From an optimization exercise on the open Yosys and OpenROAD flow, aimed at small area, a short achievable clock period and few clock cycles; shortcuts taken in it are not production practice.
In this exercise RTL edits were held to simulation tests only and were not proved equivalent to the original.
Power figures rest on the tool's default switching activity, not on a simulated workload.

--- design/flow/design.v ---
module nsca_stream (
    input  wire        clk,
    input  wire        rst,         
    input  wire        cmd_valid,
    output wire        cmd_ready,
    input  wire [3:0]  cmd_op,
    input  wire [8:0]  cmd_addr,
    input  wire [7:0]  cmd_data,
    output reg         res_valid,
    output reg         res_err,
    output reg  [31:0] res_data
);
    localparam [3:0] OP_NOP      = 4'd0,
                     OP_CRC_INIT = 4'd1,
                     OP_CRC_BYTE = 4'd2,
                     OP_CRC_FIN  = 4'd3,
                     OP_KS_NEW   = 4'd4,
                     OP_KS_BYTE  = 4'd5,
                     OP_SEAL     = 4'd6,
                     OP_OPEN     = 4'd7,
                     OP_WR_IV    = 4'd8,
                     OP_WR_SEC   = 4'd9,
                     OP_KLEN0    = 4'd10,
                     OP_KLEN1    = 4'd11;
    function automatic [31:0] crc_step(input [31:0] acc, input [7:0] b);
        integer i;
        reg [31:0] x;
        begin
            x = acc ^ {24'd0, b};
            for (i = 0; i < 8; i = i + 1)
                x = x[0] ? ((x >> 1) ^ 32'hEDB88320) : (x >> 1);
            crc_step = x;
        end
    endfunction
    assign cmd_ready = 1'b1;
    reg       r_v;
    reg [3:0] r_op;
    reg [8:0] r_addr;
    reg [7:0] r_data;
    reg       r_wiv, r_wsec;
    always @(posedge clk) begin
        r_v    <= cmd_valid & ~rst;
        r_wiv  <= cmd_valid & ~rst & (cmd_op == OP_WR_IV);
        r_wsec <= cmd_valid & ~rst & (cmd_op == OP_WR_SEC);
        r_op   <= cmd_op;
        r_addr <= cmd_addr;
        r_data <= cmd_data;
    end
    reg [128*8-1:0] ivkey;
    reg [512*8-1:0] secret;
    genvar gi;
    generate
        for (gi = 0; gi < 128; gi = gi + 1) begin : g_iv
            always @(posedge clk)
                if (r_wiv && r_addr[6:0] == gi)
                    ivkey[gi*8 +: 8] <= r_data;
        end
        for (gi = 0; gi < 512; gi = gi + 1) begin : g_sec
            always @(posedge clk)
                if (r_wsec && r_addr == gi)
                    secret[gi*8 +: 8] <= r_data;
        end
    endgenerate
    reg       nz0, nz1, bad0, bad1;
    reg [6:0] last0;
    reg [8:0] last1;
    reg [6:0] kcur0;
    reg [8:0] kcur1;
    wire [9:0] klen1_w = {r_addr[1:0], r_data};
    wire       a_ks    = r_v & ((r_op == OP_KS_BYTE) | (r_op == OP_SEAL) | (r_op == OP_OPEN));
    wire       a_bad   = bad0 | bad1;
    always @(posedge clk) begin
        if (rst) begin
            nz0   <= 1'b0;
            nz1   <= 1'b0;
            bad0  <= 1'b0;
            bad1  <= 1'b0;
            last0 <= 7'd0;
            last1 <= 9'd0;
            kcur0 <= 7'd0;
            kcur1 <= 9'd0;
        end else if (r_v) begin
            case (r_op)
                OP_KS_NEW: begin
                    kcur0 <= 7'd0;
                    kcur1 <= 9'd0;
                end
                OP_KLEN0: begin
                    nz0   <= (r_data != 8'd0);
                    bad0  <= (r_data > 8'd128);
                    last0 <= r_data[6:0] - 7'd1;
                    kcur0 <= 7'd0;
                end
                OP_KLEN1: begin
                    nz1   <= (klen1_w != 10'd0);
                    bad1  <= (klen1_w > 10'd512);
                    last1 <= klen1_w[8:0] - 9'd1;
                    kcur1 <= 9'd0;
                end
                OP_KS_BYTE, OP_SEAL, OP_OPEN: begin
                    if (!a_bad) begin
                        if (nz0) kcur0 <= (kcur0 == last0) ? 7'd0 : kcur0 + 7'd1;
                        if (nz1) kcur1 <= (kcur1 == last1) ? 9'd0 : kcur1 + 9'd1;
                    end
                end
                default: ;
            endcase
        end
    end
    wire [4*8-1:0] iv_part;
    wire [8*8-1:0] sec_part;
    generate
        for (gi = 0; gi < 4; gi = gi + 1) begin : g_ivr
            wire [32*8-1:0] l0 = ivkey[gi*256 +: 256];
            wire [16*8-1:0] l1;
            wire [8*8-1:0]  l2;
            wire [4*8-1:0]  l3;
            wire [2*8-1:0]  l4;
            genvar k;
            for (k = 0; k < 16; k = k + 1) begin : m1
                assign l1[k*8 +: 8] = kcur0[0] ? l0[(2*k+1)*8 +: 8] : l0[2*k*8 +: 8];
            end
            for (k = 0; k < 8; k = k + 1) begin : m2
                assign l2[k*8 +: 8] = kcur0[1] ? l1[(2*k+1)*8 +: 8] : l1[2*k*8 +: 8];
            end
            for (k = 0; k < 4; k = k + 1) begin : m3
                assign l3[k*8 +: 8] = kcur0[2] ? l2[(2*k+1)*8 +: 8] : l2[2*k*8 +: 8];
            end
            for (k = 0; k < 2; k = k + 1) begin : m4
                assign l4[k*8 +: 8] = kcur0[3] ? l3[(2*k+1)*8 +: 8] : l3[2*k*8 +: 8];
            end
            assign iv_part[gi*8 +: 8] = kcur0[4] ? l4[15:8] : l4[7:0];
        end
        for (gi = 0; gi < 8; gi = gi + 1) begin : g_secr
            wire [64*8-1:0] l0 = secret[gi*512 +: 512];
            wire [32*8-1:0] l1;
            wire [16*8-1:0] l2;
            wire [8*8-1:0]  l3;
            wire [4*8-1:0]  l4;
            wire [2*8-1:0]  l5;
            genvar k;
            for (k = 0; k < 32; k = k + 1) begin : m1
                assign l1[k*8 +: 8] = kcur1[0] ? l0[(2*k+1)*8 +: 8] : l0[2*k*8 +: 8];
            end
            for (k = 0; k < 16; k = k + 1) begin : m2
                assign l2[k*8 +: 8] = kcur1[1] ? l1[(2*k+1)*8 +: 8] : l1[2*k*8 +: 8];
            end
            for (k = 0; k < 8; k = k + 1) begin : m3
                assign l3[k*8 +: 8] = kcur1[2] ? l2[(2*k+1)*8 +: 8] : l2[2*k*8 +: 8];
            end
            for (k = 0; k < 4; k = k + 1) begin : m4
                assign l4[k*8 +: 8] = kcur1[3] ? l3[(2*k+1)*8 +: 8] : l3[2*k*8 +: 8];
            end
            for (k = 0; k < 2; k = k + 1) begin : m5
                assign l5[k*8 +: 8] = kcur1[4] ? l4[(2*k+1)*8 +: 8] : l4[2*k*8 +: 8];
            end
            assign sec_part[gi*8 +: 8] = kcur1[5] ? l5[15:8] : l5[7:0];
        end
    endgenerate
    reg            b_v, b_ks, b_err, b_init, b_byte, b_fin, b_open;
    reg [7:0]      b_data;
    reg            b_use0, b_use1;
    reg [1:0]      b_sel0;
    reg [2:0]      b_sel1;
    reg [4*8-1:0]  b_iv;
    reg [8*8-1:0]  b_sec;
    always @(posedge clk) begin
        if (rst) begin
            b_v <= 1'b0;
        end else begin
            b_v <= r_v;
        end
        b_ks   <= a_ks;
        b_err  <= a_bad;
        b_init <= (r_op == OP_CRC_INIT);
        b_byte <= (r_op == OP_CRC_BYTE) | (((r_op == OP_SEAL) | (r_op == OP_OPEN)) & ~a_bad);
        b_fin  <= (r_op == OP_CRC_FIN);
        b_open <= (r_op == OP_OPEN);
        b_data <= r_data;
        b_use0 <= nz0;
        b_use1 <= nz1;
        b_sel0 <= kcur0[6:5];
        b_sel1 <= kcur1[8:6];
        b_iv   <= iv_part;
        b_sec  <= sec_part;
    end
    wire [7:0] k0 = b_use0 ? b_iv[b_sel0*8 +: 8]  : 8'd0;
    wire [7:0] k1 = b_use1 ? b_sec[b_sel1*8 +: 8] : 8'd0;
    wire [7:0] z  = b_data ^ k0 ^ k1;
    reg        c_v, c_res, c_err, c_init, c_byte, c_fin;
    reg [7:0]  c_z, c_b;
    always @(posedge clk) begin
        if (rst) begin
            c_v <= 1'b0;
        end else begin
            c_v <= b_v;
        end
        c_res  <= b_ks | b_fin;
        c_err  <= b_ks & b_err;
        c_init <= b_init;
        c_byte <= b_byte;
        c_fin  <= b_fin;
        c_z    <= (b_ks & ~b_err) ? z : 8'd0;
        c_b    <= b_open ? z : b_data;
    end
    reg [31:0] crc_acc;
    always @(posedge clk) begin
        if (rst) begin
            crc_acc   <= 32'hFFFFFFFF;
            res_valid <= 1'b0;
        end else begin
            res_valid <= c_v & c_res;
            if (c_v) begin
                if (c_init)
                    crc_acc <= 32'hFFFFFFFF;
                else if (c_byte)
                    crc_acc <= crc_step(crc_acc, c_b);
            end
        end
        res_err  <= c_err;
        res_data <= c_fin ? ~crc_acc : {24'd0, c_z};
    end
endmodule
--- design/flow/run.sh ---
#!/bin/bash
# synth_recipe.tcl (not shown) runs the flow's synth.tcl, then flattens the netlist and writes it again
# the make line also repeats each setting of config.mk as NAME=value (left out here)
make -C /OpenROAD-flow-scripts/flow DESIGN_CONFIG=/design/flow/config.mk WORK_HOME=/design/flow/orfs CLKGATE_MAP_FILE= SYNTH_SCRIPT=/design/flow/synth_recipe.tcl finish
--- design/flow/config.mk ---
export PLATFORM = sky130hd
export DESIGN_NAME = nsca_stream
export DESIGN_NICKNAME = nsca_stream
export VERILOG_FILES = /design/flow/design.v
export SDC_FILE = /design/flow/constraint.sdc
export NUM_CORES = 4
export LEC_CHECK = 0
export CAP_MARGIN = 20
export CORE_MARGIN = 2
export CORE_UTILIZATION = 40
export SLEW_MARGIN = 40
--- design/flow/constraint.sdc ---
create_clock -name core_clock -period 8.0 [get_ports {clk}]
set_input_delay 1.6000 -clock core_clock [delete_from_list [all_inputs] [get_ports {clk}]]
set_output_delay 1.6000 -clock core_clock [all_outputs]
set_load 0.01 [all_outputs]
==> summary.md, run 1 <==
| Metric | Value |
|---|---|
| Synth unique cells | 61 |
| Total area of sequential cells | 159000 sq um |
| Placed Area | 215000 sq um |
| CP delay by family, top | buffers and inverters |
| Ys async rst share | 0 |
| Yosys reg bits | 5386 |
| WP data required | 8.85 ns |
| GR Overflow Total | 0 |
| Detailed Routing Iterations Pass 1 | 6 |
| Worst path depth | 7 |
| Routed Antenna Nets | 0 |
| Total core area | 513000 sq um |
| Highest clock rate | 254 MHz |
| Final hold viol count | 0 |
| Period utilisation layout | 0.491 |
| Worst-Margin Slew | 0.938 ns |
| Worst Path Arrival | 4.78 ns |
| Initial Utilization | 0.401 |
| Synthesized cell area | 206000 sq um |
| GRT Util Overall | 0.201 |
| Count of final setup violators | 0 |
| Routed length on met2 | 263 mm |
| Wl on met1 | 211 mm |
| Leakage | 68.8 nW |
| GPL Wtd Cong | 0.811 |
| Max stage delay on crit path | 0.72 ns |
| Cell area after layout | 234000 sq um |
| Total vias in the final route | 97.1k |
| Layout cells sized above 1 | 0.293 |
| First-pass GRT wire length | 755 mm |
| Max Buffers Root-to-Sink | 4 |
| Setup tns final | 0 ns |
| Register area share after synthesis | 0.774 |
| CTS resizes | 0 |
| Hold depth | 0 |
| Worst Path Buf+Inv | 2 |
| Num ports | 59 |
| Clock-pin slew on the worst setup and hold paths | 0.06 ns |
| Met3 WL post-DR | 43.0 mm |
| CTS Buf Count | 556 |
| Crit Path Max Fanout | 38 |
| Area Growth Syn to Fin | 13.6% |
| Register-to-Register Path Depth | 7 |
| Clock Latency Late Sink | 1.08 ns |
| H-tree depth | 6 |
| DR iter-0 viols | 12.0k |
| Root Driver | clkbuf_16 |
| Largest net degree at the start of global routing | 195 |
| Row cnt | 263 |
| Status | finished clean |
| EDFF count, synth | 5120 |
| Number of clock sinks | 5386 |
| Peak supply drop | 0.244 mV |
| Hold-fix buffers, CTS | 0 |
| Drc violations | 0 |
| Slew Limit Headroom | 0.372 |
| Port Buf Inserts | 57 |
| Vias in the first global route | 99.1k |
| CTS tree | yes |
| Pwr/cell area | 244 nW/um^2 |
| Worst Setup Start Kind | register |
| Hold Crit Class | reg2reg |
| Max_cap viols | 0 |
| Die Area | 520000 sq um |
| Drt via density | 5.78 |
| HPWL after DPL | 315 mm |
| Slowest stage cell, crit path | dfxtp_4 |
| Final Critical Period | 3.93 ns |
| Antenna violations before repair | 29 |
| Nets@finish | 9617 |
| Syn_nets | 9352 |
| CP Class | reg2reg |
| CP cell instances | buf_4 > buf_4 > mux4_2 > o221ai_1 > a21oi_1 > a21oi_1 > a311oi_2 |
| Final Routed Wirelength | 532 mm |
| Layout filler cell count | 42.1k |
| Hold_ws | 0.328 ns |
| Yosys Warn Count | 1 |
| Highest metal used | met5 |
| Synth Instances | 9324 |
| Ys flop type | edfxtp_1 |
| Multi-input gate area | 45100 sq um |
| Mapped Avg Cell Area | 22.1 sq um |
| Fin util | 0.456 |
| Worst-case clock skew | 0.0873 ns |
| Max-slew violations | 0 |
| Crit end category | register |
| Postcts setup bufs | 0 |
| Pwr Total | 57.0 mW |
| Avg WL per Cell | 31.7 um |
| RSZ-0062 raised after global routing | no |
| Die H | 721 um |
| Die Wd | 721 um |
==> layout by cell type, fill, tap and decap left out, drive strengths merged, types with 51 or more instances in the layout <==
cell              n
edfxtp         5120
mux4           1464
nor2            772
clkbuf          747
dfxtp           266
buf             215
clkinv          193
mux2i           127
nand2           124
a22oi           122
a21oi           107
xnor2            77
o22ai            57
o21ai            57
clkdlybuf4s50    56
mux2             55
o221ai           51
==> worst reg2reg max path, stage by stage (launching register included) <==
cell and delay, ns:
dfxtp_4 0.72, buf_4 0.64, buf_4 0.68, mux4_2 0.39, o221ai_1 0.17, a21oi_1 0.47
a21oi_1 0.11, a311oi_2 0.54
==> area by class of cell <==
| class | count | area share |
|---|---|---|
| sequential | 5386 | 0.681 |
| clock buffer | 746 | 0.0647 |
| antenna | 11 | 0.000118 |
| inverter | 20 | 0.000332 |
| multi-input combinational | 3353 | 0.193 |
| clock inverter | 259 | 0.0102 |
| tap | 6757 | 0.0362 |
| timing repair buffer | 272 | 0.0141 |
==> metal layers <==
| metal | vias to the layer above | track usage |
|---|---|---|
| met5 | - | 0 |
| met4 | 2 | 0.0531 |
| met3 | 717 | 0.0346 |
| met2 | 4352 | 0.334 |
| met1 | 52500 | 0.278 |
| li1 | 39500 | - |
==> report_power, final <==
group | switching (mW) | internal [mW]
clock network | 10.8 | 14.3
registers | 0.0620 | 30.9
logic | 0.719 | 0.286
==> metrics by stage <==
step / setup WS, ns / instances
2_1_floorplan: 1.74 / 9324
3_3_place_gp: 3.83 / 15800
3_5_place_dp: 4.08 / 15800
4_1_cts: 4.05 / 16800
5_1_grt: 3.75 / 16800
6_report: 4.07 / 16800
==> sequential cells by signal (all words and copies together), names as in the netlist, 4 cells and up <==
register / count
res_data: 32
kcur0: 7
b_sec: 64
c_z: 8
ivkey: 1024
r_op: 4
c_b: 8
b_iv: 32
last0: 7
r_data: 8
r_addr: 9
crc_acc: 32
last1: 9
b_data: 8
secret: 4096
kcur1: 9
==> path summary, 6_finish.rpt <==
| check | start | endpoint | slack, ns |
|---|---|---|---|
| max | kcur1[1] | b_sec[15] | 4.07 |
| min | b_byte | c_byte | 0.33 |
| max reg2reg | kcur1[1] | b_sec[15] | 4.07 |
| min reg2reg | b_byte | c_byte | 0.33 |
==> kinds of logic after synthesis <==
| family | Yosys count | share of synthesized area |
|---|---|---|
| DFF | 5386 | 0.774 |
| and+or+nand+nor | 1105 | 0.0224 |
| AOI/OAI and AO/OA | 483 | 0.0158 |
| xor gates and xnor gates | 114 | 0.00518 |
| other | 1 | 0.0000182 |
| muxes | 1646 | 0.170 |
| adders and majority gates | 4 | 0.000243 |
| buffers and inverters | 585 | 0.0132 |
==> Yosys cell counts (5+ instances only) <==
cell / count / share of area
edfxtp_1: 5120 / 0.75
mux4_2: 1464 / 0.16
nor2_1: 772 / 0.014
clkbuf_1: 304 / 0.0055
dfxtp_1: 266 / 0.026
buf_2: 155 / 0.0038
mux2i_1: 127 / 0.0062
nand2_1: 124 / 0.0023
a22oi_1: 122 / 0.0045
a21oi_1: 106 / 0.0026
xnor2_1: 71 / 0.0030
buf_4: 67 / 0.0024
o22ai_1: 57 / 0.0017
o21ai_0: 56 / 0.0014
mux2_2: 55 / 0.0030
o221ai_1: 51 / 0.0022
nand3_1: 47 / 0.0011
nor2b_1: 46 / 0.0014
nor3_1: 39 / 0.00095
xor2_1: 35 / 0.0015
buf_1: 28 / 0.00051
a211oi_1: 25 / 0.00091
nand2b_1: 24 / 0.00073
a221oi_1: 19 / 0.00081
inv_1: 19 / 0.00035
o211ai_1: 16 / 0.00058
a311oi_1: 13 / 0.00055
buf_6: 11 / 0.00060
or2_2: 10 / 0.00030
and2_1: 8 / 0.00024
or3_1: 7 / 0.00021
nand3b_1: 6 / 0.00022
xnor2_2: 6 / 0.00047
nor3b_1: 5 / 0.00018
nor4_1: 5 / 0.00015
Testbench counts, summed over its fixed seeds: cycles 47,082.
==> inputs of run 2 (changes only) <==
--- a/design/flow/config.mk
+++ b/design/flow/config.mk
@@ -7,5 +7,8 @@
 export LEC_CHECK = 0
 export CAP_MARGIN = 20
 export CORE_MARGIN = 2
-export CORE_UTILIZATION = 40
+export CORE_UTILIZATION = 50
+export CTS_CLUSTER_DIAMETER = 80
+export CTS_CLUSTER_SIZE = 30
+export SETUP_SLACK_MARGIN = 4.6
 export SLEW_MARGIN = 40
==> run 2 against run 1 <==
Still clean; sequential share of layout area is 3.6 points higher; synthesized cell count is the same; utilization grew 8.6 points; clock skew down 0.019 ns; flip-flop and latch count did not move; count of clock-buffer cells in the layout shrank 429; non-clock buffer count up 42; critical endpoint is now secret[130].
==> summary.md, run 2 <==
| Metric | Value |
|---|---|
| Layout filler cell count | 30.6k (was 42.1k) |
| Met3 WL post-DR | 48.1 mm (was 43.0 mm) |
| Highest clock rate | 294 MHz (was 254 MHz) |
| Port Buf Inserts | 57 (unchanged) |
| CTS tree | yes (unchanged) |
| Top-count cell post-synth | edfxtp_1 (unchanged) |
| Max_cap viols | 0 (unchanged) |
| Antenna violations before repair | 33 (was 29) |
| GR Overflow Total | 0 (unchanged) |
| Synthesized cell area | 206000 sq um (unchanged) |
| Initial Utilization | 0.502 (was 0.401) |
| CP cell instances | or2_2 > nor3_2 > nand2_2 > buf_4 > nor2_1 (was buf_4 > buf_4 > mux4_2 > o221ai_1 > a21oi_1 > a21oi_1 > a311oi_2) |
| Register-to-Register Path Depth | 5 (was 7) |
| Nets@finish | 9320 (was 9617) |
| Largest net degree at the start of global routing | 176 (was 195) |
| Hold wc startpoint | b_init (was b_byte) |
| Max stage delay on crit path | 0.69 ns (was 0.72 ns) |
| Max Buffers Root-to-Sink | 4 (unchanged) |
| Register area share after synthesis | 0.774 (unchanged) |
| Flop-to-flop setup slack | 4.60 ns (was 4.07 ns) |
| Layout cells sized above 1 | 0.271 (was 0.293) |
| Pwr/cell area | 208 nW/um^2 (was 244 nW/um^2) |
| Detailed Routing Iterations Pass 1 | 6 (unchanged) |
| Ys flop type | edfxtp_1 (unchanged) |
| Crit Reg-Reg Startpoint | r_addr[0] (was kcur1[1]) |
| Clock Latency Late Sink | 1.01 ns (was 1.08 ns) |
| Root Driver | clkbuf_16 (unchanged) |
| Worst Setup Start Kind | register (unchanged) |
| WP data required | 8.62 ns (was 8.85 ns) |
| Yosys Warn Count | 1 (unchanged) |
| Top-area cell type share of the netlist area | 0.748 (unchanged) |
| Fin util | 0.542 (was 0.456) |
| Commonest non-fill, non-tap cells in the layout | edfxtp_1, mux4_2, nor2_1, nor2_2, dfxtp_1 (was edfxtp_1, mux4_2, clkbuf_16, nor2_1, nor2_2) |
| Area Growth Syn to Fin | 7.87% (was 13.6%) |
| Hold Path End | c_init (was c_byte) |
| Peak supply drop | 0.250 mV (was 0.244 mV) |
| CP delay by family, top | simple AND/OR/NAND/NOR gates (was buffers and inverters) |
| Leakage | 63.9 nW (was 68.8 nW) |
| Final Critical Period | 3.40 ns (was 3.93 ns) |
| Worst Path Arrival | 4.02 ns (was 4.78 ns) |
| EDFF count, synth | 5120 (unchanged) |
| Biggest register | secret (unchanged) |
| Yosys reg bits | 5386 (unchanged) |
| Area contributors post-synth | edfxtp_1, mux4_2, dfxtp_1 (unchanged) |
| Die H | 645 um (was 721 um) |
| Routed length on met2 | 255 mm (was 263 mm) |
| Total vias in the final route | 96.8k (was 97.1k) |
| Crit end category | register (unchanged) |
| HPWL after DPL | 325 mm (was 315 mm) |
| Die Wd | 645 um (was 721 um) |
| Crit Path Max Fanout | 11 (was 38) |
| Total core area | 410000 sq um (was 513000 sq um) |
| Ys async rst share | 0 (unchanged) |
| Synth unique cells | 61 (unchanged) |
| Mapped Avg Cell Area | 22.1 sq um (unchanged) |
| Worst-case clock skew | 0.0687 ns (was 0.0873 ns) |
| Dpl cells | 14.5k (was 15.8k) |
| Fin cells | 15.0k (was 16.8k) |
| Biggest area consumer among synthesized cells | edfxtp_1 (unchanged) |
| Drc violations | 0 (unchanged) |
| Most common cell after layout, fill and taps aside | edfxtp_1 (unchanged) |
| Hold depth | 0 (unchanged) |
| Num ports | 59 (unchanged) |
| Avg WL per Cell | 36.3 um (was 31.7 um) |
| Clock-pin slew on the worst setup and hold paths | 0.11 ns (was 0.06 ns) |
| Row cnt | 235 (was 263) |
| Period utilisation layout | 0.425 (was 0.491) |
| GPL Wtd Cong | 0.848 (was 0.811) |
| Slew Limit Headroom | 0.329 (was 0.372) |
| Reg-to-Reg End | secret[130] (was b_sec[15]) |
| Worst Path Buf+Inv | 1 (was 2) |
| Vias in the first global route | 95.0k (was 99.1k) |
| Post-synth top cells | edfxtp_1, mux4_2, nor2_1 (unchanged) |
| DR iter-0 viols | 13.8k (was 12.0k) |
| Setup tns final | 0 ns (unchanged) |
| First-pass GRT wire length | 758 mm (was 755 mm) |
| Slowest stage cell, crit path | nor2_1 (was dfxtp_4) |
| Hold Crit Class | reg2reg (unchanged) |
| H-tree depth | 4 (was 6) |
| Number of clock sinks | 5386 (unchanged) |
| Synth Instances | 9324 (unchanged) |
| Max-slew violations | 0 (unchanged) |
| Wl on met1 | 223 mm (was 211 mm) |
| Drt via density | 6.47 (was 5.78) |
| Top Registers | secret x4096, ivkey x1024, b_sec x64 (unchanged) |
| Die Area | 416000 sq um (was 520000 sq um) |
| Syn_nets | 9352 (unchanged) |
| Worst-Margin Slew | 1.01 ns (was 0.938 ns) |
| Final hold viol count | 0 (unchanged) |
| Status | finished clean (unchanged) |
| Final Routed Wirelength | 543 mm (was 532 mm) |
| Max reg flops | 4096 (unchanged) |
| RSZ-0062 raised after global routing | yes (was no) |
| GRT Util Overall | 0.259 (was 0.201) |
| CP Class | reg2reg (unchanged) |
| Highest metal used | met5 (unchanged) |
| Routed Antenna Nets | 0 (unchanged) |
| Count of final setup violators | 0 (unchanged) |
| CTS Buf Count | 216 (was 556) |
run 2: changes by cell type in the layout (fill, tap and decap cells not counted), moves of 11 or more:
cell,change
clkdlybuf4s50_1,-34
dlygate4sd2_1,+34
nand2_4,-11
clkinv_1,-104
buf_4,+13
diode_2,+36
clkbuf_1,-68
clkinv_2,-54
clkbuf_16,-350
clkinv_4,+13
nand2_2,+11
bufinv_16,-26
run 2: final cells by class:
cell class | instances | area, sq um | area share
Multi-Input combinational cell | 3354 | 45100 | 0.204
Timing Repair Buffer | 314 | 3820 | 0.0172
Clock buffer | 317 | 5920 | 0.0267
Clock inverter | 71 | 773 | 0.00349
Inverter | 20 | 77.6 | 0.000350
Tap cell | 5451 | 6820 | 0.0307
Sequential cell | 5386 | 159000 | 0.717
Antenna cell | 47 | 118 | 0.000530
run 2: worst register-to-register path, delay by kind of cell, from the launching register on:
| family | cells | cell delay (ns) |
|---|---|---|
| AND/OR/NAND/NOR | 4 | 2.19 |
| buffers and inverters | 1 | 0.43 |
| flip-flops | 1 | 0.40 |
run 2: where the power goes:
part	internal, mW	switching [mW]
Sequential	30.8	0.0569
Combinational	0.284	0.750
Clock	5.50	8.66
Total	36.6	9.46
run 2: cells by family after synthesis:
group	after synthesis	synth area share
other	1	0.0000182
and+or+nand+nor	1105	0.0224
AOI/OAI and AO/OA	483	0.0158
DFF	5386	0.774
xor gates and xnor gates	114	0.00518
adders and majority gates	4	0.000243
muxes	1646	0.170
buffers and inverters	585	0.0132
run 2: worst max-delay path by stage:
stage                     slack [ns]           to  cells past startpoint      start
after floorplan                 3.94     last0[6]                      6  r_data[1]
after detailed placement        3.90    b_sec[61]                      7   kcur1[2]
final                           4.60  secret[130]                      5  r_addr[0]
after global placement          2.78         bad1                      4  r_data[1]
after global routing            4.59  secret[517]                      5  r_addr[0]
after CTS                       4.56  secret[775]                      5  r_addr[0]
run 2: layer usage:
layer / vias to the layer above / track usage
li1: 38600 / -
met1: 53100 / 0.389
met2: 4462 / 0.399
met3: 618 / 0.0397
met4: 8 / 0.0747
met5: - / 0
run 2: repair_timing:
item / 4_1_cts / 5_1_grt
hold buffers: 0 / 0
cloned: 5 / 2
gates resized for setup: 77 / 22
buffers inserted: 10 / 23
endpoints found under the setup margin: 281 / 81
pin swaps: 2 / 0
run 2: metrics by stage:
stage / setup slack, ns / power, mW / cell area (sq um) / hold slack (ns)
5_1_grt: 4.59 / 47.2 / 222000 / 0.353
6_report: 4.60 / 46.1 / 222000 / 0.349
4_1_cts: 4.56 / 46.3 / 220000 / 0.348
2_1_floorplan: 3.94 / 32.1 / 206000 / 0.310
3_3_place_gp: 2.78 / 32.5 / 212000 / 0.321
3_5_place_dp: 3.90 / 32.5 / 213000 / 0.322

==> separate check: timing with driven ports <==
The results above use ideal ports. As a check the final layouts listed here were re-extracted and re-timed, cells and wires unchanged.
Step 1, drivers: a clkbuf_16 drives clk and a buf_2 each remaining input, both assumed.
Step 2, shift: input delay + t, output delay - t, t = (earliest + latest rising clock arrival at the registers) / 2. This alone moves slack from input paths to output paths.
Slacks: no drivers / after step 1 / after step 2; pairs: no drivers / after step 1.
| run | t, ns | setup slack, ns | slew at the worst register clock pin (ns) | worst slew at a driven data input, ns | cell pins on the clock port's net |
|---|---|---|---|---|---|
| run 1 | 1.153 | 4.069 / 4.069 / 4.069 | 0.07 / 0.07 | 0.08 | 1 |
| run 2 | 1.103 | 4.603 / 4.573 / 4.603 | 0.12 / 0.12 | 0.18 | 1 |
After both steps every run listed still meets setup and hold.
